This is an optimization exercise on Yosys and OpenROAD, whose aim is small area, a short achievable clock period and few clock cycles, not a production implementation.
Where RTL was checked, it was by simulation tests only, not by an equivalence proof against the original.
For run 1, only the layout was checked, not whether the RTL still works.
Power figures rest on the tool's default switching activity, not on a simulated workload.

<file path="design.v">
module stackmat_core (
    input  wire        clk,
    input  wire        rst,
    input  wire        cmd_valid,
    output wire        cmd_ready,
    input  wire [79:0] cmd,
    output wire        rsp_valid,
    output wire [7:0]  rsp_status,
    output wire        rsp_flag,
    output wire [63:0] rsp_val,
    output wire [7:0]  rsp_len,
    output wire        dat_valid,
    output wire [7:0]  dat_byte,
    output wire        tx_valid,
    output wire [3:0]  tx_len,
    output wire [71:0] tx_data,
    input  wire        tx_ack,
    input  wire        tx_err,
    input  wire [7:0]  tx_n
);
    localparam [7:0] OP_FMT   = 8'h01;
    localparam [7:0] OP_CONV  = 8'h02;
    localparam [7:0] OP_CSUM  = 8'h03;
    localparam [7:0] OP_MARK  = 8'h04;
    localparam [7:0] OP_ENC   = 8'h05;
    localparam [7:0] OP_RST   = 8'h10;
    localparam [7:0] OP_START = 8'h11;
    localparam [7:0] OP_STOP  = 8'h12;
    localparam [7:0] OP_TICK  = 8'h13;
    localparam [7:0] OP_ENCS  = 8'h14;
    localparam [7:0] OP_SEND  = 8'h20;
    localparam [7:0] OP_RXB   = 8'h21;
    localparam [7:0] OP_RXE   = 8'h22;
    localparam [7:0] OP_RD    = 8'h30;
    localparam [3:0] E_IDLE  = 4'd0;
    localparam [3:0] E_DIV   = 4'd1;
    localparam [3:0] E_WGO   = 4'd2;    
    localparam [3:0] E_PDIG  = 4'd3;    
    localparam [3:0] E_WRSP  = 4'd4;    
    localparam [3:0] E_SENDQ = 4'd5;    
    localparam [3:0] E_FPAD  = 4'd6;    
    localparam [3:0] E_FDIG  = 4'd7;    
    localparam [3:0] E_STOPF = 4'd8;    
    localparam [2:0] J_TICK  = 3'd0;
    localparam [2:0] J_ENC   = 3'd1;
    localparam [2:0] J_ENCS  = 3'd2;
    localparam [2:0] J_RD3   = 3'd3;
    localparam [2:0] J_FLUSH = 3'd4;
    localparam [2:0] J_RD6   = 3'd5;
    localparam [2:0] D_TICK = 3'd0;
    localparam [2:0] D_STOP = 3'd1;
    localparam [2:0] D_CONV = 3'd2;
    localparam [2:0] D_ENC  = 3'd3;
    localparam [1:0] P_DIV = 2'd0;
    localparam [1:0] P_ENC = 2'd1;
    localparam [1:0] P_REG = 2'd2;
    localparam V_V8    = 0;
    localparam V_START = 1;
    localparam V_FLD   = 2;
    localparam V_CONV  = 3;
    localparam V_TXOFF = 4;
    localparam V_NQ    = 5;
    function [7:0] marker;
        input [1:0] st;
        begin
            case (st)
                2'd0:    marker = 8'h00;
                2'd1:    marker = 8'h49;
                2'd2:    marker = 8'h20;
                default: marker = 8'h53;
            endcase
        end
    endfunction
    function hold_op;
        input [7:0] o;
        begin
            hold_op = (o == OP_FMT) || (o == OP_CONV) || (o == OP_ENC) ||
                      (o == OP_STOP) || (o == OP_TICK);
        end
    endfunction
    function [2:0] mod5_4;
        input [3:0] n;
        begin
            mod5_4 = {(n == 4'd4) | (n == 4'd9) | (n == 4'd14),
                      (n == 4'd2) | (n == 4'd3) | (n == 4'd7) | (n == 4'd8) | (n == 4'd12) | (n == 4'd13),
                      (n == 4'd1) | (n == 4'd3) | (n == 4'd6) | (n == 4'd8) | (n == 4'd11) | (n == 4'd13)};
        end
    endfunction
    function [2:0] add5;
        input [2:0] x;
        input [2:0] y;
        reg   [5:0] xy;
        begin
            xy   = {x, y};
            add5 = {(xy == 6'd4) | (xy == 6'd11) | (xy == 6'd18) | (xy == 6'd25) | (xy == 6'd32),
                    (xy == 6'd2) | (xy == 6'd3) | (xy == 6'd9) | (xy == 6'd10) | (xy == 6'd16) | (xy == 6'd17) | (xy == 6'd24) | (xy == 6'd28) | (xy == 6'd35) | (xy == 6'd36),
                    (xy == 6'd1) | (xy == 6'd3) | (xy == 6'd8) | (xy == 6'd10) | (xy == 6'd17) | (xy == 6'd20) | (xy == 6'd24) | (xy == 6'd27) | (xy == 6'd34) | (xy == 6'd36)};
        end
    endfunction
    function [3:0] crt10;
        input [2:0] r;
        input       p;
        reg   [3:0] rp;
        begin
            rp    = {r, p};
            crt10 = {(rp == 4'd6) | (rp == 4'd9),
                     (rp == 4'd1) | (rp == 4'd2) | (rp == 4'd5) | (rp == 4'd8),
                     (rp == 4'd2) | (rp == 4'd4) | (rp == 4'd5) | (rp == 4'd7),
                     (rp == 4'd1) | (rp == 4'd3) | (rp == 4'd5) | (rp == 4'd7) | (rp == 4'd9)};
        end
    endfunction
    function [3:0] mod10_8;
        input [7:0] v;
        begin
            mod10_8 = crt10(add5(mod5_4(v[7:4]), mod5_4(v[3:0])), v[0]);
        end
    endfunction
    function [7:0] dig60;
        input [5:0] v;
        reg   [2:0] t;
        begin
            t = (v >= 6'd50) ? 3'd5 : (v >= 6'd40) ? 3'd4 : (v >= 6'd30) ? 3'd3 :
                (v >= 6'd20) ? 3'd2 : (v >= 6'd10) ? 3'd1 : 3'd0;
            dig60 = {1'b0, t, crt10(add5({1'b0, v[5:4]}, mod5_4(v[3:0])), v[0])};
        end
    endfunction
    function [4:0] dstep10;
        input [3:0] r;
        input       d;
        reg         q;
        reg   [2:0] h;
        begin
            q = r[3] | (r[2] & (r[1] | r[0]));
            h = {r[3] & r[0], r[3] ? ~r[0] : (r[1] & r[0]), ~r[0]};
            dstep10 = {q, q ? h : r[2:0], d};
        end
    endfunction
    function [6:0] dstep60;
        input [5:0] r;
        input       d;
        reg         q;
        reg   [4:0] h;
        begin
            q = r[5] | (r[4] & r[3] & r[2] & r[1]);
            h = r[5] ? (r[4:0] + 5'd2) : {4'd0, r[0]};
            dstep60 = {q, q ? h : r[4:0], d};
        end
    endfunction
    reg [1:0]  state_q;
    reg [63:0] start_q;
    reg [7:0]  min_q;
    reg [5:0]  sec_q;       
    reg [11:0] ms_bcd;      
    reg [1:0]  pk_mk;       
    reg [23:0] pk_d;        
    reg [5:0]  pk_sum;      
    reg [9:0]  toh;         
    reg [63:0] cap_q;
    reg [3:0]  caplen_q;
    wire [3:0] txoff = {toh[8] | toh[9],
                        toh[4] | toh[5] | toh[6] | toh[7],
                        toh[2] | toh[3] | toh[6] | toh[7],
                        toh[1] | toh[3] | toh[5] | toh[7] | toh[9]};
    function [7:0] pktbyte;
        input [4:0] i;
        begin
            case (i)
                5'd0:    pktbyte = marker(pk_mk);
                5'd1:    pktbyte = {4'h3, pk_d[3:0]};
                5'd2:    pktbyte = {4'h3, pk_d[7:4]};
                5'd3:    pktbyte = {4'h3, pk_d[11:8]};
                5'd4:    pktbyte = {4'h3, pk_d[15:12]};
                5'd5:    pktbyte = {4'h3, pk_d[19:16]};
                5'd6:    pktbyte = {4'h3, pk_d[23:20]};
                5'd7:    pktbyte = {2'b01, pk_sum};
                5'd8:    pktbyte = 8'h0D;
                default: pktbyte = 8'h00;
            endcase
        end
    endfunction
    reg [79:0] cw;
    reg        cv;
    reg        pd_hold;
    reg        pd_ts;       
    reg        pd_tk;       
    reg        pd_fmt;      
    reg        pd_enc;      
    reg        fsign;       
    reg        frst;        
    reg        fph;         
    reg        sn_q;        
    reg        rdy_q;       
    reg [3:0]  es;
    reg [2:0]  jk;
    reg [2:0]  dk;
    reg [1:0]  pdsrc;
    reg [4:0]  cnt;         
    reg        dv_busy;     
    reg        dv_done;     
    reg        dv_pf;       
    reg        dv_sk;       
    reg        dv_first;    
    reg [4:0]  fk;          
    reg [4:0]  fk_nx;
    reg        f_fin;
    reg [3:0]  fd;          
    reg [3:0]  rA;          
    reg [3:0]  rB;          
    reg [3:0]  rC;          
    reg [5:0]  rD;          
    reg [7:0]  m_q;         
    reg [1:0]  p_status;
    reg        p_flag;
    reg [5:0]  p_vsel;
    reg [7:0]  v8_q;
    reg        o_strm;
    reg        o_src;       
    reg [7:0]  o_rem;
    reg [3:0]  o_idx;
    reg [3:0]  o_len;
    reg        o_flag;
    reg [2:0]  pq_cnt;
    reg        send_pend;
    reg        rsp_valid_q;
    reg [1:0]  rsp_status_q;
    reg        rsp_flag_q;
    reg [7:0]  rsp_len_q;
    reg [63:0] rv_q;
    reg        dat_valid_q;
    reg [7:0]  dat_byte_q;
    reg        tx_valid_q;
    reg        s_ld;        
    reg [71:0] sp_q;        
    reg [3:0]  tl_q;        
    reg        ack_q;
    reg        err_q;
    reg [7:0]  n_q;
    reg        sink_busy;
    reg        sink_err;
    wire [3:0] tx_off = ack_q ? (txoff + n_q[3:0]) : txoff;
    wire [9:0] tx_oh  = 10'd1 << tx_off;
    wire [7:0]  op = cw[79:72];
    wire [7:0]  b  = cw[71:64];
    wire [63:0] a  = cw[63:0];
    wire a_z_hi  = ~|a[63:48];
    wire a_z_mid = ~|a[47:32];
    wire a_z_lo  = ~|a[31:0];
    wire a_z     = a_z_hi & a_z_mid & a_z_lo;
    wire b_z     = ~|b;
    reg legal;
    always @(*) begin
        case (op)
            OP_FMT:   legal = 1'b1;
            OP_CONV,
            OP_START,
            OP_STOP,
            OP_TICK:  legal = b_z;
            OP_CSUM:  legal = b_z & a_z_hi;
            OP_MARK:  legal = ~|b[7:2] & a_z;
            OP_ENC:   legal = ~|b[7:2] & a_z_hi & a_z_mid;
            OP_RST,
            OP_ENCS,
            OP_SEND:  legal = b_z & a_z;
            OP_RXB,
            OP_RXE:   legal = a_z;
            OP_RD:    legal = ~|b[7:3] & a_z & (b[2:0] != 3'd7);
            default:  legal = 1'b0;
        endcase
    end
    wire is_ts  = (op == OP_TICK) || (op == OP_STOP);
    wire is_fmt = (op == OP_FMT);
    wire is_enc = (op == OP_ENC);
    wire [7:0] csum = a[47:40] + a[39:32] + a[31:24] + a[23:16] + a[15:8] + a[7:0]
                    + 8'd32;
    localparam [1279:0] P10 = {64'h8ac7230489e80000, 64'hde0b6b3a7640000, 64'h16345785d8a0000, 64'h2386f26fc10000, 64'h38d7ea4c68000, 64'h5af3107a4000, 64'h9184e72a000, 64'he8d4a51000, 64'h174876e800, 64'h2540be400, 64'h3b9aca00, 64'h5f5e100, 64'h989680, 64'hf4240, 64'h186a0, 64'h2710, 64'h3e8, 64'h64, 64'ha, 64'h1};
    function [63:0] pow10oh;
        input [4:0] k;
        integer pi, pk;
        begin
            pow10oh = 64'd0;
            for (pk = 0; pk < 20; pk = pk + 1)
                for (pi = 0; pi < 64; pi = pi + 1)
                    if (P10[64*pk + pi]) pow10oh[pi] = pow10oh[pi] | (k == pk);
        end
    endfunction
    wire        f_sub = pd_fmt & ~fsign;
    wire [64:0] ad_a = {fsign, a};
    wire [64:0] ad_b = {pd_ts | f_sub, ({64{pd_ts}} & ~start_q) | ({64{pd_fmt}} & rv_q)};
    wire        ad_ci = pd_ts | f_sub;
    reg  [64:0] ad_g, ad_p, ad_G, ad_P, ad_gn, ad_pn;
    integer     adi, adl;
    always @(*) begin
        ad_g = ad_a & ad_b;
        ad_p = ad_a ^ ad_b;
        ad_G = ad_g;
        ad_P = ad_p;
        ad_G[0] = ad_g[0] | (ad_p[0] & ad_ci);
        for (adl = 1; adl < 128; adl = adl * 2) begin
            ad_gn = ad_G;
            ad_pn = ad_P;
            for (adi = 0; adi < 65; adi = adi + 1)
                if ((adi / adl) % 2 == 1) begin
                    ad_gn[adi] = ad_G[adi] | (ad_P[adi] & ad_G[(adi / adl) * adl - 1]);
                    ad_pn[adi] = ad_P[adi] & ad_P[(adi / adl) * adl - 1];
                end
            ad_G = ad_gn;
            ad_P = ad_pn;
        end
    end
    wire [64:0] sub = ad_p ^ {ad_G[63:0], ad_ci};
    wire [63:0] s     = sub[63:0];
    wire        s_neg = sub[64];
    wire [35:0] sk_a = a[63:28];
    wire [35:0] sk_b = start_q[63:28];
    wire [35:0] sk_nb = ~sk_b;
    wire sk_b28  = (a[27:0] < start_q[27:0]);    
    wire sk_z0   = (sk_a == sk_b);
    wire sk_z1   = ((sk_a ^ sk_nb) == {(sk_a[34:0] | sk_nb[34:0]), 1'b0});
    wire sk_zz   = ~|sk_a;
    wire opt36   = pd_ts ? (sk_b28 ? sk_z1 : sk_z0) : sk_zz;
    wire [63:0] s_load = pd_enc ? {s[23:0], 32'd0, s[31:24]} : s;
    wire [4:0]  cnt_load = pd_enc ? 5'd6 : (opt36 ? 5'd7 : 5'd16);
    wire [3:0]  din = dv_sk ? a[27:24] : a[63:60];
    wire        a_z_16  = ~|a[31:16];
    wire [4:0]  fmt_k0  = (a_z_hi & a_z_mid) ? (a_z_16 ? 5'd4 : 5'd9) : 5'd19;
    wire [7:0]  fmt_n0  = (a_z_hi & a_z_mid) ? (a_z_16 ? 8'd5 : 8'd10) : 8'd20;
    wire        fk_out = ({3'd0, fk} < b);
    reg [3:0]  st_a, st_b, st_c;
    reg [5:0]  st_d;
    reg [3:0]  st_q;
    reg [4:0]  st_xa, st_xb, st_xc;
    reg [6:0]  st_xd;
    integer    si;
    always @(*) begin
        st_a = dv_first ? 4'd0 : rA;
        st_b = dv_first ? 4'd0 : rB;
        st_c = dv_first ? 4'd0 : rC;
        st_d = dv_first ? 6'd0 : rD;
        st_q = 4'd0;
        for (si = 0; si < 4; si = si + 1) begin
            st_xa = dstep10(st_a, din[3-si]);
            st_a  = st_xa[3:0];
            st_xb = dstep10(st_b, st_xa[4]);
            st_b  = st_xb[3:0];
            st_xc = dstep10(st_c, st_xb[4]);
            st_c  = st_xc[3:0];
            st_xd = dstep60(st_d, st_xc[4]);
            st_d  = st_xd[5:0];
            st_q[3-si] = st_xd[6];
        end
    end
    wire [11:0] msb_src = p_vsel[V_FLD] ? ms_bcd : {rA, rB, rC};
    wire [9:0]  ms_bin  = {msb_src[3:0], 6'd0} + {msb_src[3:0], 5'd0} + {msb_src[3:0], 2'd0}
                        + {msb_src[7:4], 3'd0} + {msb_src[7:4], 1'b0} + msb_src[11:8];
    reg [7:0] bm;
    reg [5:0] bs;
    always @(*) begin
        case (pdsrc)
            P_DIV:   begin bm = m_q;      bs = rD;    end
            P_ENC:   begin bm = a[31:24]; bs = rD;    end
            default: begin bm = min_q;    bs = sec_q; end
        endcase
    end
    wire [3:0]  dg_m1 = mod10_8(bm);
    wire [7:0]  dg_s6 = dig60(bs);
    wire [7:0]  dg_m  = {4'd0, dg_m1};
    wire [7:0]  dg_s  = (pdsrc == P_ENC) ? m_q : dg_s6;
    wire [11:0] dg_ms = (pdsrc == P_REG) ? ms_bcd : {rA, rB, rC};
    wire [23:0] new_d = {dg_ms, dg_s[3:0], dg_s[7:4], dg_m[3:0]};
    wire [5:0]  pk_dsum = {2'b00, pk_d[3:0]} + {2'b00, pk_d[7:4]} + {2'b00, pk_d[11:8]}
                        + {2'b00, pk_d[15:12]} + {2'b00, pk_d[19:16]} + {2'b00, pk_d[23:20]};
    wire out_idle = !o_strm && !send_pend && (pq_cnt == 3'd0);
    wire out_last = o_strm    ? ((o_rem == 8'd0) && !send_pend && (pq_cnt == 3'd0)) :
                    send_pend ? (!sink_busy && (pq_cnt == 3'd0)) :
                                (pq_cnt <= 3'd1);
    wire pq_pop   = !o_strm && !send_pend && (pq_cnt != 3'd0);
    wire [2:0] pq_inc = pq_cnt + 3'd1;
    wire [2:0] pq_dec = pq_cnt - 3'd1;
    assign cmd_ready  = rdy_q;
    assign rsp_valid  = rsp_valid_q;
    assign rsp_status = {6'd0, rsp_status_q};
    assign rsp_flag   = rsp_flag_q;
    assign rsp_len    = rsp_len_q;
    assign rsp_val    = rv_q;
    wire [63:0] p_val = ({64{p_vsel[V_START]}} & start_q)
                      | ({64{p_vsel[V_FLD]}}   & {32'd0, min_q, 2'b00, sec_q, 6'd0, ms_bin})
                      | ({64{p_vsel[V_CONV]}}  & {32'd0, m_q, 2'b00, rD, 6'd0, ms_bin})
                      | {56'd0, ({8{p_vsel[V_V8]}}    & v8_q)
                              | ({8{p_vsel[V_TXOFF]}} & {4'd0, txoff})};
    assign dat_valid  = dat_valid_q;
    assign dat_byte   = dat_byte_q;
    assign tx_valid   = tx_valid_q;
    assign tx_len     = tl_q;
    wire [71:0] pkv = {8'h0D, 2'b01, pk_sum,
                       4'h3, pk_d[23:20], 4'h3, pk_d[19:16], 4'h3, pk_d[15:12],
                       4'h3, pk_d[11:8], 4'h3, pk_d[7:4], 4'h3, pk_d[3:0],
                       marker(pk_mk)};
    reg [71:0] txd;
    integer    ti, tk;
    always @(*) begin
        txd = 72'd0;
        for (ti = 0; ti < 9; ti = ti + 1)
            for (tk = 0; tk < 9; tk = tk + 1)
                if (ti + tk < 9)
                    txd[8*ti +: 8] = txd[8*ti +: 8] | ({8{tx_oh[tk]}} & pkv[8*(ti+tk) +: 8]);
    end
    assign tx_data = sp_q;
    reg push;
    reg kick;
    reg [3:0] es_n;
    reg       cv_n;
    reg       pdh_n;
    task null_rsp;
        begin
            if (pq_cnt == 3'd7) begin
                p_status <= 2'd0;
                p_flag   <= 1'b0;
                p_vsel   <= 6'd0;
                es_n       = E_WRSP;
            end else begin
                push = 1'b1;
            end
        end
    endtask
    task div_load;
        begin
            cw[63:0] <= s_load;
            cnt      <= cnt_load;
            dv_sk    <= opt36 & ~pd_enc;
            dv_first <= 1'b1;
            dv_busy  <= 1'b1;
        end
    endtask
    task div_finish;
        begin
            dv_done <= 1'b0;
            dv_pf   <= 1'b0;
            case (dk)
                D_TICK: begin
                    cv_n = 1'b0;
                    if (out_last) begin
                        go_pkt(2'd2, P_DIV);
                    end else begin
                        jk <= J_TICK;
                        es_n = E_WGO;
                    end
                end
                D_ENC: begin
                    if (out_last) begin
                        go_pkt(b[1:0], P_ENC);
                    end else begin
                        jk <= J_ENC;
                        es_n = E_WGO;
                    end
                end
                D_STOP: begin
                    cv_n = 1'b0;
                    es_n = E_STOPF;
                end
                default: begin   
                    cv_n     = 1'b0;
                    p_status <= 2'd0;
                    p_flag   <= 1'b0;
                    p_vsel   <= 6'd1 << V_CONV;
                    es_n     = E_WRSP;
                end
            endcase
        end
    endtask
    task go_pkt;
        input [1:0] mk;
        input [1:0] src;
        begin
            o_strm <= 1'b1;
            o_idx  <= 4'd0;
            o_src  <= 1'b0;
            o_rem  <= 8'd8;
            o_len  <= 4'd9;
            o_flag <= 1'b0;
            pk_mk  <= mk;
            pdsrc  <= src;
            es_n     = E_PDIG;
        end
    endtask
    always @(posedge clk) begin
        push  = 1'b0;
        kick  = 1'b0;
        es_n  = es;
        cv_n  = cv;
        pdh_n = pd_hold;
        if (cmd_ready) begin
            cw      <= cmd;
            pdh_n = hold_op(cmd[79:72]);
            pd_ts   <= (cmd[79:72] == OP_TICK) || (cmd[79:72] == OP_STOP);
            pd_tk   <= (cmd[79:72] == OP_TICK);
            pd_fmt  <= (cmd[79:72] == OP_FMT);
            pd_enc  <= (cmd[79:72] == OP_ENC);
        end
        rsp_valid_q <= 1'b0;
        dat_valid_q <= 1'b0;
        if (o_strm) begin
            dat_valid_q <= 1'b1;
            dat_byte_q  <= o_src ? cap_q[o_idx[2:0]*8 +: 8] : pktbyte({1'b0, o_idx});
            if (o_rem == 8'd0) begin
                rsp_valid_q  <= 1'b1;
                rsp_status_q <= 2'd0;
                rsp_flag_q   <= o_flag;
                rsp_len_q    <= {4'd0, o_len};
                rv_q         <= 64'd0;
                o_strm       <= 1'b0;
            end else begin
                o_rem <= o_rem - 8'd1;
                o_idx <= o_idx + 4'd1;
            end
        end else if (send_pend) begin
            if (!sink_busy) begin
                rsp_valid_q  <= 1'b1;
                rsp_status_q <= {1'b0, sink_err};
                rsp_flag_q   <= 1'b0;
                rsp_len_q    <= 8'd0;
                rv_q         <= {56'd0, sink_err ? n_q : 8'd0};
                send_pend    <= 1'b0;
            end
        end else if (pq_cnt != 3'd0) begin
            rsp_valid_q  <= 1'b1;
            rsp_status_q <= 2'd0;
            rsp_flag_q   <= 1'b0;
            rsp_len_q    <= 8'd0;
            rv_q         <= 64'd0;
        end
        pk_sum <= pk_dsum;
        ack_q <= tx_valid_q & tx_ack;
        err_q <= tx_err;
        if (tx_valid_q) n_q <= tx_n;
        if (tx_valid_q && tx_ack) tx_valid_q <= 1'b0;
        if (ack_q) begin
            if (err_q) begin
                sink_busy <= 1'b0;
                sink_err  <= 1'b1;
            end else if (n_q >= {4'd0, 4'd9 - txoff}) begin
                toh       <= 10'd1 << 9;
                sink_busy <= 1'b0;
                sink_err  <= 1'b0;
            end else begin
                toh        <= tx_oh;
                sp_q       <= txd;
                tl_q       <= 4'd9 - tx_off;
                tx_valid_q <= 1'b1;
            end
        end
        if (s_ld) begin
            sp_q       <= txd;
            tl_q       <= 4'd9 - tx_off;
            tx_valid_q <= 1'b1;
            s_ld       <= 1'b0;
        end
        case (es)
            E_IDLE: begin
                if (cv) begin
                    if (!legal) begin
                        p_status <= 2'd3;
                        p_flag   <= 1'b0;
                        p_vsel   <= 6'd0;
                        es_n       = E_WRSP;
                        if (pd_hold) cv_n = 1'b0;
                    end else begin
                        case (op)
                            OP_FMT: begin
                                if (out_idle) begin
                                    if (b_z) begin
                                        null_rsp;
                                        cv_n = 1'b0;
                                    end else begin
                                        fk  <= fmt_k0;
                                        fd  <= 4'd0;
                                        rv_q         <= ~pow10oh(fmt_k0);
                                        rsp_status_q <= 2'd0;
                                        rsp_flag_q   <= 1'b0;
                                        rsp_len_q    <= b;
                                        if (b > fmt_n0) begin
                                            o_rem <= b - fmt_n0;
                                            es_n  = E_FPAD;
                                        end else begin
                                            es_n = E_FDIG;
                                        end
                                    end
                                end
                            end
                            OP_CONV, OP_TICK, OP_ENC: begin
                                if (dv_pf) begin
                                    if (dv_done) div_finish;
                                    else         es_n = E_DIV;
                                end else begin
                                    div_load;
                                    dk   <= (op == OP_CONV) ? D_CONV : (op == OP_TICK) ? D_TICK : D_ENC;
                                    es_n = E_DIV;
                                end
                            end
                            OP_STOP: begin
                                if (state_q == 2'd2) begin
                                    div_load;
                                    dk   <= D_STOP;
                                    es_n = E_DIV;
                                end else begin
                                    null_rsp;
                                    cv_n = 1'b0;
                                end
                            end
                            OP_CSUM: begin
                                v8_q     <= csum;
                                p_status <= 2'd0;
                                p_flag   <= 1'b0;
                                p_vsel   <= 6'd1 << V_V8;
                                es_n       = E_WRSP;
                            end
                            OP_MARK: begin
                                v8_q     <= marker(b[1:0]);
                                p_status <= 2'd0;
                                p_flag   <= 1'b0;
                                p_vsel   <= 6'd1 << V_V8;
                                es_n       = E_WRSP;
                            end
                            OP_RST: begin
                                state_q  <= 2'd1;
                                min_q    <= 8'd0;
                                sec_q    <= 6'd0;
                                ms_bcd   <= 12'd0;
                                p_status <= 2'd0;
                                p_flag   <= 1'b1;
                                p_vsel   <= 6'd0;
                                es_n       = E_WRSP;
                            end
                            OP_START: begin
                                if (state_q == 2'd1) begin
                                    start_q  <= a;
                                    state_q  <= 2'd2;
                                    p_status <= 2'd0;
                                    p_flag   <= 1'b1;
                                    p_vsel   <= 6'd0;
                                    es_n       = E_WRSP;
                                end else begin
                                    null_rsp;
                                end
                            end
                            OP_ENCS: begin
                                jk <= J_ENCS;
                                es_n = E_WGO;
                            end
                            OP_SEND: begin
                                if (!send_pend && (pq_cnt == 3'd0))
                                    kick = 1'b1;
                                else
                                    es_n = E_SENDQ;
                            end
                            OP_RXB: begin
                                if (b_z || (b == 8'h0D) || (caplen_q == 4'd8)) begin
                                    if (caplen_q == 4'd0) begin
                                        p_status <= 2'd0;
                                        p_flag   <= 1'b1;
                                        p_vsel   <= 6'd0;
                                        es_n       = E_WRSP;
                                    end else begin
                                        jk <= J_FLUSH;
                                        es_n = E_WGO;
                                    end
                                end else begin
                                    cap_q[caplen_q[2:0]*8 +: 8] <= b;
                                    caplen_q <= caplen_q + 4'd1;
                                    null_rsp;
                                end
                            end
                            OP_RXE: begin
                                v8_q     <= b;
                                p_status <= 2'd2;
                                p_flag   <= 1'b0;
                                p_vsel   <= 6'd1 << V_V8;
                                es_n       = E_WRSP;
                            end
                            default: begin   
                                p_status <= 2'd0;
                                p_flag   <= 1'b0;
                                case (b[2:0])
                                    3'd0: begin
                                        v8_q   <= {6'd0, state_q};
                                        p_vsel <= 6'd1 << V_V8;
                                        es_n     = E_WRSP;
                                    end
                                    3'd1: begin
                                        p_vsel <= 6'd1 << V_START;
                                        es_n     = E_WRSP;
                                    end
                                    3'd2: begin
                                        p_vsel <= 6'd1 << V_FLD;
                                        es_n     = E_WRSP;
                                    end
                                    3'd3: begin
                                        jk <= J_RD3;
                                        es_n = E_WGO;
                                    end
                                    3'd4: begin
                                        p_vsel <= 6'd1 << V_TXOFF;
                                        es_n     = E_WRSP;
                                    end
                                    3'd5: begin
                                        v8_q   <= {4'd0, caplen_q};
                                        p_vsel <= 6'd1 << V_V8;
                                        es_n     = E_WRSP;
                                    end
                                    default: begin
                                        if (caplen_q == 4'd0) begin
                                            null_rsp;
                                        end else begin
                                            jk <= J_RD6;
                                            es_n = E_WGO;
                                        end
                                    end
                                endcase
                            end
                        endcase
                    end
                end
            end
            E_DIV: begin
                if (dv_done || (dv_busy && (cnt == 5'd1))) div_finish;
            end
            E_WGO: begin
                if (out_last) begin
                    o_strm <= 1'b1;
                    o_idx  <= 4'd0;
                    case (jk)
                        J_FLUSH, J_RD6: begin
                            o_src    <= 1'b1;
                            o_rem    <= {4'd0, caplen_q} - 8'd1;
                            o_len    <= caplen_q;
                            o_flag   <= (jk == J_FLUSH);
                            if (jk == J_FLUSH) caplen_q <= 4'd0;
                            es_n       = E_IDLE;
                        end
                        J_TICK: go_pkt(2'd2, P_DIV);
                        J_ENC:  go_pkt(b[1:0], P_ENC);
                        J_ENCS: go_pkt(state_q, P_REG);
                        default: begin   
                            o_src  <= 1'b0;
                            o_rem  <= 8'd8;
                            o_len  <= 4'd9;
                            o_flag <= 1'b0;
                            es_n     = E_IDLE;
                        end
                    endcase
                end
            end
            E_PDIG: begin
                pk_d   <= new_d;
                if (pdsrc == P_ENC) cv_n = 1'b0;
                es_n = E_IDLE;
            end
            E_WRSP: begin
                if (out_idle) begin
                    rsp_valid_q  <= 1'b1;
                    rsp_status_q <= p_status;
                    rsp_flag_q   <= p_flag;
                    rsp_len_q    <= 8'd0;
                    rv_q         <= p_val;
                    es_n           = E_IDLE;
                end
            end
            E_SENDQ: begin
                if (!send_pend && (pq_cnt == 3'd0)) begin
                    kick = 1'b1;
                    es_n = E_IDLE;
                end
            end
            E_STOPF: begin
                min_q    <= m_q;
                sec_q    <= rD;
                ms_bcd   <= {rA, rB, rC};
                state_q  <= 2'd3;
                p_status <= 2'd0;
                p_flag   <= 1'b1;
                p_vsel   <= 6'd0;
                es_n       = E_WRSP;
            end
            E_FPAD: begin
                dat_valid_q <= 1'b1;
                dat_byte_q  <= 8'h30;
                o_rem       <= o_rem - 8'd1;
                if (o_rem == 8'd1) es_n = E_FDIG;
            end
            E_FDIG: begin
                fph    <= ~fph;
                sn_q   <= s_neg;
                fk_nx  = fk;
                f_fin  = 1'b0;
                if (fph) begin
                cw[63:0] <= s;
                fsign    <= sn_q;
                if (frst) begin
                    frst  <= 1'b0;
                    fk_nx = fk - 5'd1;
                end else if (sn_q == fsign) begin
                    fd <= fd + 4'd1;
                end else begin
                    if (fk_out) begin
                        dat_valid_q <= 1'b1;
                        dat_byte_q  <= {4'h3, fsign ? (4'd9 - fd) : fd};
                    end
                    fd <= 4'd0;
                    if (fk == 5'd0) begin
                        rsp_valid_q <= 1'b1;
                        cv_n        = 1'b0;
                        f_fin       = 1'b1;
                        es_n        = E_IDLE;
                    end else if (!fsign && (fd == 4'd0)) begin
                        frst <= 1'b1;
                    end else begin
                        fk_nx = fk - 5'd1;
                    end
                end
                if (f_fin) begin
                    fsign <= 1'b0;
                    fk    <= 5'd0;
                    rv_q  <= 64'd0;
                end else begin
                    fk    <= fk_nx;
                    rv_q  <= sn_q ? pow10oh(fk_nx) : ~pow10oh(fk_nx);
                end
                end
            end
            default: es_n = E_IDLE;
        endcase
        if (dv_busy) begin
            cw[63:0] <= dv_sk ? {a[23:0], 40'd0} : {a[59:0], 4'd0};
            dv_sk    <= 1'b0;
            dv_first <= 1'b0;
            rA       <= st_a;
            rB       <= st_b;
            rC       <= st_c;
            rD       <= st_d;
            if (dk != D_ENC) m_q <= {m_q[3:0], st_q};
            cnt      <= cnt - 5'd1;
            if ((dk == D_ENC) && (cnt == 5'd5)) begin
                m_q      <= {st_b, st_a};
                dv_first <= 1'b1;
            end
            if (cnt == 5'd1) begin
                dv_busy <= 1'b0;
                if (es != E_DIV) dv_done <= 1'b1;
            end
        end else if (cv && pd_tk && b_z && !dv_done &&
                     (((es == E_WGO) && (jk != J_TICK) && (jk != J_ENC)) ||
                      ((es == E_WRSP) && !p_vsel[V_CONV]) ||
                      (es == E_SENDQ))) begin
            div_load;
            dk    <= D_TICK;
            dv_pf <= 1'b1;
        end
        if (cmd_ready) cv_n = cmd_valid;
        if (kick) begin
            toh        <= 10'd1;
            s_ld       <= 1'b1;
            sink_busy  <= 1'b1;
            send_pend  <= 1'b1;
        end
        if (push && !pq_pop)      pq_cnt <= pq_inc;
        else if (!push && pq_pop) pq_cnt <= pq_dec;
        if (rst) begin
            cv_n          = 1'b0;
            fsign       <= 1'b0;
            frst        <= 1'b0;
            fk          <= 5'd0;
            fph         <= 1'b0;
            dv_busy     <= 1'b0;
            dv_done     <= 1'b0;
            dv_pf       <= 1'b0;
            es_n          = E_IDLE;
            o_strm      <= 1'b0;
            pq_cnt      <= 3'd0;
            send_pend   <= 1'b0;
            rsp_valid_q <= 1'b0;
            dat_valid_q <= 1'b0;
            tx_valid_q  <= 1'b0;
            s_ld        <= 1'b0;
            ack_q       <= 1'b0;
            sink_busy   <= 1'b0;
            state_q     <= 2'd1;
            start_q     <= 64'd0;
            min_q       <= 8'd0;
            sec_q       <= 6'd0;
            ms_bcd      <= 12'd0;
            pk_mk       <= 2'd1;
            pk_d        <= 24'd0;
            pk_sum      <= 6'd0;
            toh         <= 10'd1;
            caplen_q    <= 4'd0;
        end
        es      <= es_n;
        cv      <= cv_n;
        pd_hold <= pdh_n;
        rdy_q   <= !cv_n || ((es_n == E_IDLE) && !pdh_n);
    end
endmodule
</file>
<file path="run.sh">
#!/bin/bash
# synth_recipe.tcl (not shown) runs the flow's synth.tcl, then flattens the netlist and writes it again
# the make line also repeats each setting of config.mk as NAME=value (left out here)
make -C /OpenROAD-flow-scripts/flow DESIGN_CONFIG=/design/flow/config.mk WORK_HOME=/design/flow/orfs CLKGATE_MAP_FILE= SYNTH_SCRIPT=/design/flow/synth_recipe.tcl finish
</file>
<file path="config.mk">
export PLATFORM = sky130hd
export DESIGN_NAME = stackmat_core
export DESIGN_NICKNAME = stackmat_core
export VERILOG_FILES = /design/flow/design.v
export SDC_FILE = /design/flow/constraint.sdc
export NUM_CORES = 4
export LEC_CHECK = 0
export CAP_MARGIN = 20
export CORE_MARGIN = 2
export CORE_UTILIZATION = 40
export SLEW_MARGIN = 20
</file>
<file path="constraint.sdc">
create_clock -name core_clock -period 17.0 [get_ports {clk}]
set_input_delay 3.4000 -clock core_clock [delete_from_list [all_inputs] [get_ports {clk}]]
set_output_delay 3.4000 -clock core_clock [all_outputs]
set_load 0.01 [all_outputs]
</file>
==> impl_metrics.yaml, run 1 <==
sta:
  worstMarginPinSlew_ns: 1.11
  period_share: 0.333
  fin_tns_setup_ns: 0
  slew_violations: 0
  setup_viol: 0
  rsz0062_at_grt: "no"
  fin_skew_ns: 0.0416
  hold_viol_final: 0
  min_period_ns: 5.66
  slew_headroom: 0.257
  fmax_mhz: 177
setup_path:
  crit_required_ns: 13.60
  rrSetupSlack_ns: 11.41
  critical_path_class: "reg -> out"
  startpoint: "rdy_q"
  crit_chain: "clkdlybuf4s50_1"
  worst_r2r_endpoint: "caplen_q[2]"
  endpoint_kind: "output port"
  endpoint: "cmd_ready"
  worstSetupPathDepth: 1
  critPathTopFamily: "flip-flops"
  slowest_delay_ns: 0.91
  reg2regPathDepth: 13
  critical_path_arrival_ns: 2.26
  timing.rr.start: "cw[28]"
  critical_path_peak_fanout: 51
  cp_slowest_cell: "dfxtp_4"
  cp_num_buf_inv: 1
  critPathLaunchType: "register"
synth:
  synth-simple-area-share: 0.174
  synth.cell_area_sq_mm: 0.0392
  synthAdderAreaFrac: 0.0958
  yosysSeqAreaShare: 0.335
  synthCells: 4620
  synth_edf_count: 217
  async_flop_share: 0
  synth_top_area_frac: 0.169
  synthMuxAreaShare: 0.0537
  synth_common_cells: "nand2_1 (592), nor2_1 (389), o21ai_0 (341)"
  ys_ff_latch: 547
  synth.distinct_cells: 105
  synthTopCellsByArea: "dfxtp_1 (17%), edfxtp_1 (17%), ha_1 (6.5%)"
  synth_top_flop_cell: "dfxtp_1"
  synth_top_family_by_area: "compound AO/OA/AOI/OAI gates"
  avgSynthCellArea_sq_um: 8.48
  synth_area_leader_cell: "dfxtp_1"
  synth_compound_area_frac: 0.243
  ys_warn_count: 1
  synth_most_common_cell: "nand2_1"
  synth_xor_area_frac: 0.0463
clock_network:
  cts_made_buffers: 70
  cts.clk_slew.worst_paths_ns: 0.05
  post_cts_buffers: 0
  cts_root_buf: "clkbuf_16"
  cts_hold_buf: 0
  tritoncts: "done"
  cts.sinks: 547
  cts_resized: 0
  cts_buffer_depth: 3
  worstSkewPairLatency_ns: 0.67
  h-tree-depth: 3
route:
  drt_iter0_markers: 5015
  num_vias: 38800
  ant_nets: 0
  wl_per_cell_um: 27.6
  drtPass1Iterations: 10
  viasPerCell: 6.37
  drc: 0
  drt-total-wl_mm: 168
die:
  dieArea_sq_mm: 0.100
  die_w_um: 317
  die_h_um: 317
  fp.coreArea_sq_mm: 0.0969
  initial_utilization: 0.404
  ios: 262
  fp-row-count: 114
layout:
  drive_gt1_frac: 0.0768
  fin_nets: 5117
  finish.utilization: 0.467
  area_growth_pct: 15.4
global_routing:
  grt_first_pass_wirelength_mm: 243
  antenna_found_initial: 7
  grt.overflow.total: 0
  grt_max_degree: 71
  grt_pass1_vias: 36300
  grt_usage: 0.326
flow_run:
  drv_cap: 0
placement:
  port_buffers: 242
  dpl.hpwl_mm: 126
  routabilityCongestion: 1.05
worst_hold_path:
  min_path_cells: 1
  hp-class: "reg -> reg"
pwr:
  power_density_mw_per_mm2: 85.4
  p_leak_uw: 0.0171
  vdd_drop_max_v: 0.0000619
status:
  status: "finished clean"
==> per-stage QoR <==
| stage | power (uW) | area, sq um | worst slack (ns) | cells | hold WS (ns) |
|---|---|---|---|---|---|
| global route | 3970 | 45200 | 11.28 | 6093 | 0.489 |
| global placement | 2310 | 42900 | 11.75 | 5965 | 0.458 |
| detailed placement | 2320 | 42900 | 11.55 | 5966 | 0.463 |
| finish | 3860 | 45200 | 11.34 | 6095 | 0.478 |
| CTS | 3840 | 45200 | 11.29 | 6092 | 0.475 |
| floorplan | 1950 | 39200 | 11.43 | 4638 | 0.422 |
==> worst min path at each step <==
stage / slack (ns) / to / from
after floorplan: 0.42 / sink_err / err_q
after global placement: 0.46 / dat_byte_q[7] / dat_byte_q[7]
after detailed placement: 0.46 / rsp_len_q[6] / rsp_len_q[6]
after CTS: 0.48 / rsp_len_q[6] / rsp_len_q[6]
after global routing: 0.49 / rsp_len_q[6] / rsp_len_q[6]
final: 0.48 / rsp_len_q[6] / rsp_len_q[6]
==> cell type report <==
class,instances,area [sq um]
Antenna cell,3,7.51
Clock buffer,99,2040
Clock inverter,27,262
Fill cell,9456,51600
Inverter,192,721
Multi-Input combinational cell,3591,24100
Sequential cell,547,13100
Tap cell,1276,1600
Timing Repair Buffer,360,3300
==> state kept, by name, indices dropped and copies added, names as in the netlist, 6 cells and up <==
name and count:
min_q 8, o_rem 8, pk_sum 6, cw 80, ms_bcd 12, v8_q 8, dat_byte_q 8, rv_q 64
n_q 8, start_q 64, tx_data 56, rD 6, rsp_len_q 8, m_q 8, pk_d 24, toh 9
sec_q 6, cap_q 64
==> logic make-up after synthesis <==
family,after synthesis
and+or+nand+nor,1490
AOI/OAI and AO/OA,1425
DFF,547
buffers and inverters,500
adders and majority gates,265
xor gates and xnor gates,207
muxes,185
other,1
==> power breakdown <==
part           internal [uW]  switching [uW]  leakage [uW]
clock                    900             628       0.00114
sequential              1390            78.9       0.00469
combinational            301             558        0.0113
==> cells in the final DEF (no fill, tap or decap), types with 41 or more instances in the layout <==
| cell | synthesis | routed |
|---|---|---|
| nor3_1 | 100 | 98 |
| o221ai_1 | 49 | 49 |
| buf_4 | 26 | 118 |
| fa_1 | 59 | 59 |
| o21ai_0 | 341 | 341 |
| a22o_1 | 78 | 78 |
| xor2_1 | 53 | 53 |
| nand2_1 | 592 | 592 |
| ha_1 | 203 | 203 |
| inv_1 | 185 | 184 |
| a21o_1 | 49 | 49 |
| mux2i_1 | 128 | 128 |
| a221oi_1 | 46 | 46 |
| clkbuf_16 | 0 | 73 |
| nand3_1 | 101 | 100 |
| nor2_1 | 389 | 385 |
| edfxtp_1 | 217 | 217 |
| a22oi_1 | 90 | 90 |
| xnor2_1 | 154 | 154 |
| o22ai_1 | 44 | 44 |
| mux2_2 | 41 | 41 |
| a21oi_1 | 333 | 332 |
| clkdlybuf4s50_1 | 0 | 241 |
| dfxtp_1 | 330 | 327 |
==> routing by layer <==
layer	track usage	vias up	part of all wire
li1	-	17300	-
met1	0.425	18500	0.40
met2	0.500	2370	0.43
met3	0.0606	588	0.097
met4	0.202	10	0.074
met5	0	-	0.00043
==> inputs of run 2 (changes only) <==
--- a/design.v
+++ b/design.v
@@ -40,6 +40,7 @@
     localparam [3:0] E_SENDQ = 4'd5;    
     localparam [3:0] E_FPAD  = 4'd6;    
     localparam [3:0] E_FDIG  = 4'd7;    
+    localparam [3:0] E_FST   = 4'd9;    
     localparam [3:0] E_STOPF = 4'd8;    
     localparam [2:0] J_TICK  = 3'd0;
     localparam [2:0] J_ENC   = 3'd1;
@@ -51,6 +52,7 @@
     localparam [2:0] D_STOP = 3'd1;
     localparam [2:0] D_CONV = 3'd2;
     localparam [2:0] D_ENC  = 3'd3;
+    localparam [2:0] D_FMT  = 3'd4;
     localparam [1:0] P_DIV = 2'd0;
     localparam [1:0] P_ENC = 2'd1;
     localparam [1:0] P_REG = 2'd2;
@@ -185,10 +187,8 @@
     reg        pd_tk;       
     reg        pd_fmt;      
     reg        pd_enc;      
-    reg        fsign;       
-    reg        frst;        
-    reg        fph;         
-    reg        sn_q;        
+    reg [2:0]  fpass;       
+    reg [4:0]  fidx;        
     reg        rdy_q;       
     reg [3:0]  es;
     reg [2:0]  jk;
@@ -200,9 +200,6 @@
     reg        dv_pf;       
     reg        dv_sk;       
     reg        dv_first;    
-    reg [4:0]  fk;          
-    reg [4:0]  fk_nx;
-    reg        f_fin;
     reg [3:0]  fd;          
     reg [3:0]  rA;          
     reg [3:0]  rB;          
@@ -272,21 +269,9 @@
     wire is_enc = (op == OP_ENC);
     wire [7:0] csum = a[47:40] + a[39:32] + a[31:24] + a[23:16] + a[15:8] + a[7:0]
                     + 8'd32;
-    localparam [1279:0] P10 = {64'h8ac7230489e80000, 64'hde0b6b3a7640000, 64'h16345785d8a0000, 64'h2386f26fc10000, 64'h38d7ea4c68000, 64'h5af3107a4000, 64'h9184e72a000, 64'he8d4a51000, 64'h174876e800, 64'h2540be400, 64'h3b9aca00, 64'h5f5e100, 64'h989680, 64'hf4240, 64'h186a0, 64'h2710, 64'h3e8, 64'h64, 64'ha, 64'h1};
-    function [63:0] pow10oh;
-        input [4:0] k;
-        integer pi, pk;
-        begin
-            pow10oh = 64'd0;
-            for (pk = 0; pk < 20; pk = pk + 1)
-                for (pi = 0; pi < 64; pi = pi + 1)
-                    if (P10[64*pk + pi]) pow10oh[pi] = pow10oh[pi] | (k == pk);
-        end
-    endfunction
-    wire        f_sub = pd_fmt & ~fsign;
-    wire [64:0] ad_a = {fsign, a};
-    wire [64:0] ad_b = {pd_ts | f_sub, ({64{pd_ts}} & ~start_q) | ({64{pd_fmt}} & rv_q)};
-    wire        ad_ci = pd_ts | f_sub;
+    wire [64:0] ad_a = {1'b0, a};
+    wire [64:0] ad_b = {pd_ts, {64{pd_ts}} & ~start_q};
+    wire        ad_ci = pd_ts;
     reg  [64:0] ad_g, ad_p, ad_G, ad_P, ad_gn, ad_pn;
     integer     adi, adl;
     always @(*) begin
@@ -321,13 +306,14 @@
     wire [63:0] s_load = pd_enc ? {s[23:0], 32'd0, s[31:24]} : s;
     wire [4:0]  cnt_load = pd_enc ? 5'd6 : (opt36 ? 5'd7 : 5'd16);
     wire [3:0]  din = dv_sk ? a[27:24] : a[63:60];
-    wire        a_z_16  = ~|a[31:16];
-    wire [4:0]  fmt_k0  = (a_z_hi & a_z_mid) ? (a_z_16 ? 5'd4 : 5'd9) : 5'd19;
-    wire [7:0]  fmt_n0  = (a_z_hi & a_z_mid) ? (a_z_16 ? 8'd5 : 8'd10) : 8'd20;
-    wire        fk_out = ({3'd0, fk} < b);
+    wire [4:0]  f_n    = (rsp_len_q > 8'd20) ? 5'd20 : rsp_len_q[4:0];
+    wire [4:0]  f_have = {fpass, 1'b0} + {2'd0, fpass};
+    wire [83:0] fstore = {fd, cw[79:64], rv_q};
+    wire [3:0]  fnib   = fstore[4*fidx +: 4];
     reg [3:0]  st_a, st_b, st_c;
     reg [5:0]  st_d;
     reg [3:0]  st_q;
+    reg [3:0]  st_qc;    
     reg [4:0]  st_xa, st_xb, st_xc;
     reg [6:0]  st_xd;
     integer    si;
@@ -344,6 +330,7 @@
             st_b  = st_xb[3:0];
             st_xc = dstep10(st_c, st_xb[4]);
             st_c  = st_xc[3:0];
+            st_qc[3-si] = st_xc[4];
             st_xd = dstep60(st_d, st_xc[4]);
             st_d  = st_xd[5:0];
             st_q[3-si] = st_xd[6];
@@ -457,6 +444,7 @@
                     cv_n = 1'b0;
                     es_n = E_STOPF;
                 end
+                D_FMT: es_n = E_FST;
                 default: begin   
                     cv_n     = 1'b0;
                     p_status <= 2'd0;
@@ -571,18 +559,13 @@
                                         null_rsp;
                                         cv_n = 1'b0;
                                     end else begin
-                                        fk  <= fmt_k0;
-                                        fd  <= 4'd0;
-                                        rv_q         <= ~pow10oh(fmt_k0);
                                         rsp_status_q <= 2'd0;
                                         rsp_flag_q   <= 1'b0;
                                         rsp_len_q    <= b;
-                                        if (b > fmt_n0) begin
-                                            o_rem <= b - fmt_n0;
-                                            es_n  = E_FPAD;
-                                        end else begin
-                                            es_n = E_FDIG;
-                                        end
+                                        fpass        <= 3'd0;
+                                        div_load;
+                                        dk           <= D_FMT;
+                                        es_n         = E_DIV;
                                     end
                                 end
                             end
@@ -780,6 +763,22 @@
                 p_vsel   <= 6'd0;
                 es_n       = E_WRSP;
             end
+            E_FST: begin
+                {fd, cw[79:64], rv_q} <= {rC, rB, rA, fstore[83:12]};
+                fpass <= fpass + 3'd1;
+                if (f_have + 5'd3 >= f_n) begin
+                    fidx <= f_n + 5'd17 - f_have;
+                    if (rsp_len_q > 8'd20) begin
+                        o_rem <= rsp_len_q - 8'd20;
+                        es_n  = E_FPAD;
+                    end else begin
+                        es_n = E_FDIG;
+                    end
+                end else begin
+                    div_load;
+                    es_n = E_DIV;
+                end
+            end
             E_FPAD: begin
                 dat_valid_q <= 1'b1;
                 dat_byte_q  <= 8'h30;
@@ -787,49 +786,20 @@
                 if (o_rem == 8'd1) es_n = E_FDIG;
             end
             E_FDIG: begin
-                fph    <= ~fph;
-                sn_q   <= s_neg;
-                fk_nx  = fk;
-                f_fin  = 1'b0;
-                if (fph) begin
-                cw[63:0] <= s;
-                fsign    <= sn_q;
-                if (frst) begin
-                    frst  <= 1'b0;
-                    fk_nx = fk - 5'd1;
-                end else if (sn_q == fsign) begin
-                    fd <= fd + 4'd1;
-                end else begin
-                    if (fk_out) begin
-                        dat_valid_q <= 1'b1;
-                        dat_byte_q  <= {4'h3, fsign ? (4'd9 - fd) : fd};
-                    end
-                    fd <= 4'd0;
-                    if (fk == 5'd0) begin
-                        rsp_valid_q <= 1'b1;
-                        cv_n        = 1'b0;
-                        f_fin       = 1'b1;
-                        es_n        = E_IDLE;
-                    end else if (!fsign && (fd == 4'd0)) begin
-                        frst <= 1'b1;
-                    end else begin
-                        fk_nx = fk - 5'd1;
-                    end
-                end
-                if (f_fin) begin
-                    fsign <= 1'b0;
-                    fk    <= 5'd0;
-                    rv_q  <= 64'd0;
-                end else begin
-                    fk    <= fk_nx;
-                    rv_q  <= sn_q ? pow10oh(fk_nx) : ~pow10oh(fk_nx);
-                end
+                dat_valid_q <= 1'b1;
+                dat_byte_q  <= {4'h3, fnib};
+                fidx        <= fidx - 5'd1;
+                if (fidx == 5'd21 - f_have) begin
+                    rsp_valid_q <= 1'b1;
+                    rv_q        <= 64'd0;
+                    cv_n        = 1'b0;
+                    es_n        = E_IDLE;
                 end
             end
             default: es_n = E_IDLE;
         endcase
         if (dv_busy) begin
-            cw[63:0] <= dv_sk ? {a[23:0], 40'd0} : {a[59:0], 4'd0};
+            cw[63:0] <= dv_sk ? {a[23:0], 36'd0, st_qc} : {a[59:0], st_qc};
             dv_sk    <= 1'b0;
             dv_first <= 1'b0;
             rA       <= st_a;
@@ -865,10 +835,6 @@
         else if (!push && pq_pop) pq_cnt <= pq_dec;
         if (rst) begin
             cv_n          = 1'b0;
-            fsign       <= 1'b0;
-            frst        <= 1'b0;
-            fk          <= 5'd0;
-            fph         <= 1'b0;
             dv_busy     <= 1'b0;
             dv_done     <= 1'b0;
             dv_pf       <= 1'b0;
--- a/config.mk
+++ b/config.mk
@@ -5,7 +5,7 @@
 export SDC_FILE = /design/flow/constraint.sdc
 export NUM_CORES = 4
 export LEC_CHECK = 0
-export CAP_MARGIN = 20
+export CAP_MARGIN = 80
 export CORE_MARGIN = 2
 export CORE_UTILIZATION = 40
-export SLEW_MARGIN = 20
+export SLEW_MARGIN = 80
==> run 2 against run 1 <==
Routed wire length fell by 5.8%. Largest cell class unchanged. Global-route usage shrank 1.0 points. Total power decreased by 3.7%. Die area shrank 3.8%. Highest routed layer is now met4. Still clean on timing, DRC and antenna.
==> impl_metrics.yaml, run 2 <==
layout:
  area_growth_pct: 30.7
  num-fill-cells: 8548
  finish.utilization: 0.527
  largest_reg_flops: 80
  top_register: "cw"
  mostFrequentLayoutCells: "nand2_1 (540), clkdlybuf4s50_1 (265), nor2_1 (251), a21oi_1 (248), inv_1 (242)"
  drive_gt1_frac: 0.217
  fin_nets: 5038
  layout_commonest_cell: "nand2_1"
synth:
  ys_warn_count: 1
  synth_area_leader_cell: "edfxtp_1"
  synth_common_cells: "nand2_1 (564), dfxtp_1 (314), nor2_1 (310)"
  synthTopCellsByArea: "edfxtp_1 (18%), dfxtp_1 (17%), ha_1 (6.8%)"
  yosysSeqAreaShare: 0.351
  ys_ff_latch: 545
  avgSynthCellArea_sq_um: 8.86
  synth.cell_area_sq_mm: 0.0376
  synth_top_area_frac: 0.184
  async_flop_share: 0
  synthCells: 4250
  synth_most_common_cell: "nand2_1"
  synth_edf_count: 231
  synth.distinct_cells: 112
  synth_top_flop_cell: "dfxtp_1"
die:
  ios: 262
  initial_utilization: 0.403
  die_h_um: 311
  fp.coreArea_sq_mm: 0.0933
  dieArea_sq_mm: 0.0966
  fp-row-count: 112
  die_w_um: 311
placement:
  routabilityCongestion: 1.02
  port_buffers: 242
  dpl.hpwl_mm: 122
  pre_cts_ws_ns: 11.61
pwr:
  vdd_drop_max_v: 0.0000705
  p_leak_uw: 0.0191
  total_power_uw: 3720
  power_density_mw_per_mm2: 75.6
route:
  drt-total-wl_mm: 158
  viasPerCell: 6.18
  drt_iter0_markers: 5011
  drc: 0
  drtPass1Iterations: 9
  num_vias: 37000
  wl_per_cell_um: 26.4
  ant_nets: 0
clock_network:
  cts.clk_slew.worst_paths_ns: 0.06
  worstSkewPairLatency_ns: 0.65
  h-tree-depth: 3
  cts_buffer_depth: 3
  cts_resized: 0
  cts_root_buf: "clkbuf_16"
  cts_hold_buf: 0
  tritoncts: "done"
  post_cts_buffers: 0
  cts.sinks: 545
  cts_made_buffers: 68
global_routing:
  grt_first_pass_wirelength_mm: 232
  grt_usage: 0.316
  grt_pass1_vias: 35200
  grt_max_degree: 41
  grt.overflow.total: 0
  antenna_found_initial: 1
flow_run:
  drv_cap: 0
sta:
  slew_violations: 0
  holdWs_ns: 0.474
  setup_viol: 0
  fin_skew_ns: 0.0435
  hold_viol_final: 0
  rsz0062_at_grt: "no"
  min_period_ns: 5.40
  period_share: 0.318
  timing.final.ws_setup_ns: 11.60
  fin_tns_setup_ns: 0
  fmax_mhz: 185
setup_path:
  critical_path_arrival_ns: 5.92
  critPathLaunchType: "register"
  critical_path_class: "reg -> reg"
  critical_path_peak_fanout: 8
  endpoint_kind: "register"
  crit_required_ns: 17.52
status:
  status: "finished clean"
worst_hold_path:
  hp-class: "reg -> reg"
run 2: final cells by class:
class	instances	area, sq um	area share
clock inverters	27	299	0.00608
clock buffers	99	1960	0.0398
inverters	257	991	0.0201
diodes	1	2.50	0.0000509
well taps	1254	1570	0.0319
multi-input cells	3189	25100	0.510
flip-flops and latches	545	13500	0.274
repair buffers	618	5780	0.118
run 2: worst paths after layout:
path	from	endpoint	slack (ns)	cells past startpoint
worst min-delay path	rsp_status_q[1]	rsp_status_q[1]	0.47	1
worst max register to register	rsp_len_q[2]	cw[59]	11.60	21
worst min register to register	rsp_status_q[1]	rsp_status_q[1]	0.47	1
worst max-delay path	rsp_len_q[2]	cw[59]	11.60	21
run 2: cell families (layout without fill, tap and decap cells):
group           after synthesis  in the layout  synth area share
fa+ha+maj                   267            267             0.101
mux                         188            188            0.0646
compound gates             1162           1162             0.214
simple gates               1389           1389             0.173
other cells                   1             20         0.0000996
flops                       545            545             0.351
xor+xnor                    164            164            0.0382
buf+inv                     534           1001            0.0577
run 2: worst max-delay path: stages (launching register included):
cell and delay (ns):
dfxtp_1 0.42, inv_1 0.11, ha_1 0.24, nand2b_1 0.16, a21oi_1 0.16, nor4_2 0.05, clkdlybuf4s50_1 0.46, clkdlybuf4s50_1 0.48
clkdlybuf4s50_1 0.45, and2_1 0.18, ha_1 0.29, a21boi_0 0.16, o21ai_0 0.09, a21oi_1 0.26, a211oi_4 0.09, nand2_2 0.18
o211a_4 0.30, buf_6 0.21, nor2_4 0.08, a221oi_1 0.30, clkdlybuf4s50_1 0.55, o211ai_1 0.08
run 2: where the power goes:
| part | internal (uW) | switching, uW |
|---|---|---|
| sequential | 1390 | 79.8 |
| combinational | 324 | 442 |
| clock | 846 | 638 |
| total | 2560 | 1160 |
run 2: metal layers:
layer / vias up / part of all wire / track usage
met5: - / 0 / 0
met3: 394 / 0.10 / 0.0510
met4: 0 / 0.061 / 0.170
li1: 16500 / - / -
met2: 2258 / 0.44 / 0.486
met1: 17900 / 0.40 / 0.426
run 2: through the flow:
stage               cell area [sq um]  cells
floorplan                       37700   4268
global placement                41100   5556
detailed placement              46200   5843
CTS                             48400   5969
global route                    49200   5989
finish                          49200   5990
Testbench counts of run 2, summed over its fixed seeds: cycles 13,079.
==> inputs of run 3 (changes only) <==
--- a/config.mk
+++ b/config.mk
@@ -5,7 +5,7 @@
 export SDC_FILE = /design/flow/constraint.sdc
 export NUM_CORES = 4
 export LEC_CHECK = 0
-export CAP_MARGIN = 80
+export CAP_MARGIN = 20
 export CORE_MARGIN = 2
 export CORE_UTILIZATION = 40
-export SLEW_MARGIN = 80
+export SLEW_MARGIN = 20
==> run 3 against run 2 <==
Fmax decreased by 0.39%. Cell area decreased by 12%. Total power decreased by 3.2%. Critical path type is now reg -> out. First-iteration DRC count decreased by 5.1%. Still clean on timing, DRC and antenna. Global-route usage decreased by 0.94 points. Hold slack got worse by 0.0062 ns. Synthesized area unchanged. Clock skew decreased by 0.010 ns. Clock power about the same. Cell count decreased by 5.1%.
==> impl_metrics.yaml, run 3 <==
status:
  status: "finished clean"
placement:
  routabilityCongestion: 1.02
  dpl.hpwl_mm: 114
  dp_cells: 5558
  place_area_sq_mm: 0.0411
  port_buffers: 242
clock_network:
  cts_root_buf: "clkbuf_16"
  cts_buffer_depth: 3
  tritoncts: "done"
  cts_made_buffers: 68
  cts_resized: 0
  worstSkewPairLatency_ns: 0.63
  cts.clk_slew.worst_paths_ns: 0.06
  cts_hold_buf: 0
  post_cts_buffers: 0
  cts.sinks: 545
  h-tree-depth: 3
synth:
  avgSynthCellArea_sq_um: 8.86
  synthTopCellsByArea: "edfxtp_1 (18%), dfxtp_1 (17%), ha_1 (6.8%)"
  synthCells: 4250
  synth_common_cells: "nand2_1 (564), dfxtp_1 (314), nor2_1 (310)"
  ys_warn_count: 1
  synth.distinct_cells: 112
  synth_edf_count: 231
  synth_area_leader_cell: "edfxtp_1"
  synth.cell_area_sq_mm: 0.0376
  synth_top_flop_cell: "dfxtp_1"
  ys_ff_latch: 545
  async_flop_share: 0
  yosysSeqAreaShare: 0.351
  synth_top_area_frac: 0.184
  synth_most_common_cell: "nand2_1"
setup_path:
  critical_path_peak_fanout: 30
  critical_path_class: "reg -> out"
  endpoint_kind: "output port"
  cp_num_buf_inv: 1
  critPathTopFamily: "flip-flops"
  crit_required_ns: 13.60
  critical_path_arrival_ns: 2.03
  slowest_delay_ns: 0.72
  crit_chain: "clkdlybuf4s50_1"
  cp_slowest_cell: "dfxtp_4"
  critPathLaunchType: "register"
  rrSetupSlack_ns: 11.90
layout:
  num-fill-cells: 9120
  mostFrequentLayoutCells: "nand2_1 (564), dfxtp_1 (311), nor2_1 (306), a21oi_1 (268)"
  drive_gt1_frac: 0.0700
  finish.utilization: 0.464
  top_register: "cw"
  layout_commonest_cell: "nand2_1"
  antenna_cells: 0
  fin_nets: 4733
  fin_cells: 5684
  stdcell_area_sq_mm: 0.0433
  largest_reg_flops: 80
  area_growth_pct: 15.2
pwr:
  p_leak_uw: 0.0170
  total_power_uw: 3600
  power_density_mw_per_mm2: 83.0
  vdd_drop_max_v: 0.0000590
die:
  fp-row-count: 112
  ios: 262
  initial_utilization: 0.403
  die_h_um: 311
  fp.coreArea_sq_mm: 0.0933
  dieArea_sq_mm: 0.0966
  die_w_um: 311
route:
  drt-total-wl_mm: 153
  num_vias: 35400
  viasPerCell: 6.22
  ant_nets: 0
  drtPass1Iterations: 10
  wl_per_cell_um: 27.0
  drt_iter0_markers: 4755
  drc: 0
sta:
  slew_violations: 0
  fin_tns_setup_ns: 0
  min_period_ns: 5.43
  rsz0062_at_grt: "no"
  slew_headroom: 0.183
  setup_viol: 0
  fin_skew_ns: 0.0333
  period_share: 0.319
  worstMarginPinSlew_ns: 1.21
  hold_viol_final: 0
  fmax_mhz: 184
global_routing:
  grt.overflow.total: 0
  antenna_found_initial: 5
  grt_first_pass_wirelength_mm: 223
  grt_max_degree: 85
  grt_usage: 0.306
  grt_pass1_vias: 33000
worst_hold_path:
  hp-class: "reg -> reg"
flow_run:
  drv_cap: 0
## run 3: cell counts after synthesis
Identical to the previous run, type by type.
## run 3: per-stage QoR
stage / hold WS [ns] / worst slack [ns]
CTS: 0.463 / 11.52
floorplan: 0.423 / 11.63
global route: 0.485 / 11.52
detailed placement: 0.446 / 11.13
global placement: 0.431 / 11.20
finish: 0.467 / 11.57
## run 3: worst paths after layout
| path | start | endpoint | cells after the start |
|---|---|---|---|
| min reg2reg | o_flag | rsp_flag_q | 2 |
| max reg2reg | pd_ts | cw[58] | 16 |
| max | rdy_q | cmd_ready | 1 |
| min | o_flag | rsp_flag_q | 2 |
## run 3: logic make-up after synthesis
group                      Yosys count  synth area share
buffers and inverters              534            0.0577
muxes                              188            0.0646
xor gates and xnor gates           164            0.0382
adders and majority gates          267             0.101
and+or+nand+nor                   1389             0.173
DFF                                545             0.351
other                                1         0.0000996
AOI/OAI and AO/OA                 1162             0.214
## run 3: cell type report
cell class / instances / area [sq um] / share of cell area
Inverter: 257 / 965 / 0.0223
Clock buffer: 99 / 1930 / 0.0445
Tap cell: 1254 / 1570 / 0.0362
Timing Repair Buffer: 313 / 2950 / 0.0681
Sequential cell: 545 / 13200 / 0.305
Multi-Input combinational cell: 3189 / 22400 / 0.517
Clock inverter: 27 / 314 / 0.00725
## run 3: metal layers
| metal | part of all wire | global-route usage | vias to the layer above |
|---|---|---|---|
| met5 | 0.000085 | 0 | - |
| met4 | 0.062 | 0.163 | 2 |
| met3 | 0.099 | 0.0501 | 381 |
| met2 | 0.43 | 0.463 | 2068 |
| met1 | 0.41 | 0.420 | 17100 |
| li1 | - | - | 15800 |
## run 3: where the power goes
part           switching, uW  internal (uW)  leakage (uW)
Sequential              82.3           1390       0.00469
Clock                    621            859       0.00109
Combinational            392            257        0.0112
Total                   1100           2500        0.0170
==> inputs of run 4 (changes only) <==
--- a/config.mk
+++ b/config.mk
@@ -8,4 +8,6 @@
 export CAP_MARGIN = 20
 export CORE_MARGIN = 2
 export CORE_UTILIZATION = 40
+export CTS_BUF_LIST = sky130_fd_sc_hd__clkbuf_8
+export CTS_CLUSTER_SIZE = 20
 export SLEW_MARGIN = 20
==> run 4 against run 3 <==
Combinational power is essentially flat. Cell area shrank 0.20%. Fmax shrank 3.0%. First-iteration DRC count shrank 0.29%. Synthesized cell count is the same. Flip-flop and latch count is the same. Sequential power is essentially flat. Critical path depth is the same. Hold slack lost 0.0069 ns. Routed wire length grew 0.45%. Cell count grew 1.1%. Largest cell class unchanged.
==> impl_metrics.yaml, run 4 <==
pwr:
  vdd_drop_max_v: 0.0000583
  p_leak_uw: 0.0171
  total_power_uw: 3510
  power_density_mw_per_mm2: 81.1
layout:
  top_register: "cw"
  num-fill-cells: 9175
  largest_reg_flops: 80
  drive_gt1_frac: 0.0800
  layout_commonest_cell: "nand2_1"
  seq_area_sq_mm: 0.0132
  multi_input_area_sq_mm: 0.0224
  stdcell_area_sq_mm: 0.0433
  area_growth_pct: 14.9
  fin_nets: 4765
  mostFrequentLayoutCells: "nand2_1 (564), dfxtp_1 (311), nor2_1 (306), inv_1 (280), a21oi_1 (268)"
setup_path:
  critical_path_peak_fanout: 30
  slowest_delay_ns: 0.72
  worstSetupPathDepth: 1
  reg2regPathDepth: 16
  critical_path_class: "reg -> out"
  cp_slowest_cell: "dfxtp_4"
  endpoint_kind: "output port"
  critical_path_arrival_ns: 2.19
  critPathTopFamily: "flip-flops"
  rrSetupSlack_ns: 11.89
  crit_required_ns: 13.60
  critPathLaunchType: "register"
  cp_num_buf_inv: 1
  crit_chain: "clkdlybuf4s50_1"
synth:
  synth_top_flop_cell: "dfxtp_1"
  yosysSeqAreaShare: 0.351
  synthTopCellsByArea: "edfxtp_1 (18%), dfxtp_1 (17%), ha_1 (6.8%)"
  synth_most_common_cell: "nand2_1"
  synth.distinct_cells: 112
  ys_ff_latch: 545
  synth.cell_area_sq_mm: 0.0376
  synth_area_leader_cell: "edfxtp_1"
  async_flop_share: 0
  synth_edf_count: 231
  synthCells: 4250
  ys_warn_count: 1
  synth_common_cells: "nand2_1 (564), dfxtp_1 (314), nor2_1 (310)"
  synth_top_area_frac: 0.184
  avgSynthCellArea_sq_um: 8.86
route:
  wl_per_cell_um: 26.8
  drtPass1Iterations: 13
  ant_nets: 0
  viasPerCell: 6.17
  num_vias: 35500
  drt-total-wl_mm: 154
  drt_iter0_markers: 4741
  drc: 0
die:
  dieArea_sq_mm: 0.0966
  initial_utilization: 0.403
  fp.coreArea_sq_mm: 0.0933
  fp-row-count: 112
  ios: 262
  die_w_um: 311
  die_h_um: 311
global_routing:
  grt_first_pass_wirelength_mm: 224
  grt.overflow.total: 0
  antenna_found_initial: 3
  grt_max_degree: 85
  grt_usage: 0.308
  grt_pass1_vias: 33100
worst_hold_path:
  hp-class: "reg -> reg"
  min_path_cells: 2
clock_network:
  cts.sinks: 545
  cts_hold_buf: 0
  cts_buffer_depth: 3
  cts_root_buf: "clkbuf_8"
  cts_made_buffers: 100
  h-tree-depth: 3
  post_cts_buffers: 0
  cts.clk_slew.worst_paths_ns: 0.06
  cts_resized: 0
  worstSkewPairLatency_ns: 0.81
  tritoncts: "done"
sta:
  worstMarginPinSlew_ns: 1.26
  fmax_mhz: 179
  min_period_ns: 5.59
  rsz0062_at_grt: "no"
  period_share: 0.329
  slew_headroom: 0.154
  hold_viol_final: 0
  slew_violations: 0
  fin_tns_setup_ns: 0
  setup_viol: 0
  fin_skew_ns: 0.0701
placement:
  dpl.hpwl_mm: 114
  place_area_sq_mm: 0.0411
  port_buffers: 242
  routabilityCongestion: 1.02
status:
  status: "finished clean"
flow_run:
  drv_cap: 0
[run 4: cell counts after synthesis]
No cell type changed its count.
[run 4: power breakdown]
part	switching [uW]	leakage [uW]	internal (uW)
registers	82.6	0.00469	1390
logic	393	0.0112	257
clock network	640	0.00123	746
[run 4: kinds of logic after synthesis]
group                      count (synthesis)  synth area share
and+or+nand+nor                         1389             0.173
AOI/OAI and AO/OA                       1162             0.214
DFF                                      545             0.351
buffers and inverters                    534            0.0577
adders and majority gates                267             0.101
muxes                                    188            0.0646
xor gates and xnor gates                 164            0.0382
other                                      1         0.0000996
[run 4: per-stage QoR]
step	setup slack, ns	cells	hold slack [ns]	util
after floorplan	11.63	4268	0.423	-
after global placement	11.20	5556	0.431	0.440
after detailed placement	11.13	5558	0.446	0.440
after CTS	11.34	5744	0.460	0.463
after global routing	11.35	5745	0.482	0.464
final	11.41	5745	0.461	0.464
[run 4: cell type report]
type,instances,share of cell area
Multi-Input combinational cell,3189,0.518
Sequential cell,545,0.306
Timing Repair Buffer,313,0.0682
Clock buffer,118,0.0375
Tap cell,1254,0.0363
Inverter,257,0.0223
Clock inverter,68,0.0123
Antenna cell,1,0.0000578
[run 4: layer usage]
layer / global-route usage / vias to the layer above / part of all wire
met1: 0.422 / 17100 / 0.41
met2: 0.468 / 2083 / 0.43
met5: 0 / - / 0
met4: 0.155 / 0 / 0.057
li1: - / 15900 / -
met3: 0.0539 / 372 / 0.10
[run 4: final timing paths]
check | endpoint | from
hold / removal | rsp_flag_q | o_flag
setup reg to reg | cw[58] | pd_ts
setup / recovery | cmd_ready | rdy_q
hold reg to reg | rsp_flag_q | o_flag

afterwards: timing with drivers on the ports:
In the flow no input, the clock included, has a driving cell. The finished layouts below were timed again as built, in two steps. Step 1 assumes that a clkbuf_16 drives the clock port and a buf_2 every other input. Step 2 adds t to the input delays and takes it off the output delays; t is the mean of the earliest and latest rising clock arrival at the registers after step 1. Input paths then give back, and output paths get back, about the clock's delay inside the block. a / b / c = ideal / step 1 / step 2; a / b = the first two.
run	shift t [ns]	setup WS [ns]	worst hold slack (ns)
run 1	0.714	11.343 / 11.275 / 11.408	0.478 / 0.478 / 0.478
run 2	0.700	11.595 / 11.595 / 11.595	0.474 / 0.474 / 0.474
run 3	0.688	11.574 / 11.503 / 11.076	0.467 / 0.467 / 0.467
run 4	0.845	11.407 / 11.340 / 11.106	0.461 / 0.461 / 0.461
After both steps setup and hold are still met in every run listed. The setup slack of run 3, which loses most, moves by -0.071 ns with the drivers and by -0.498 ns with both steps.
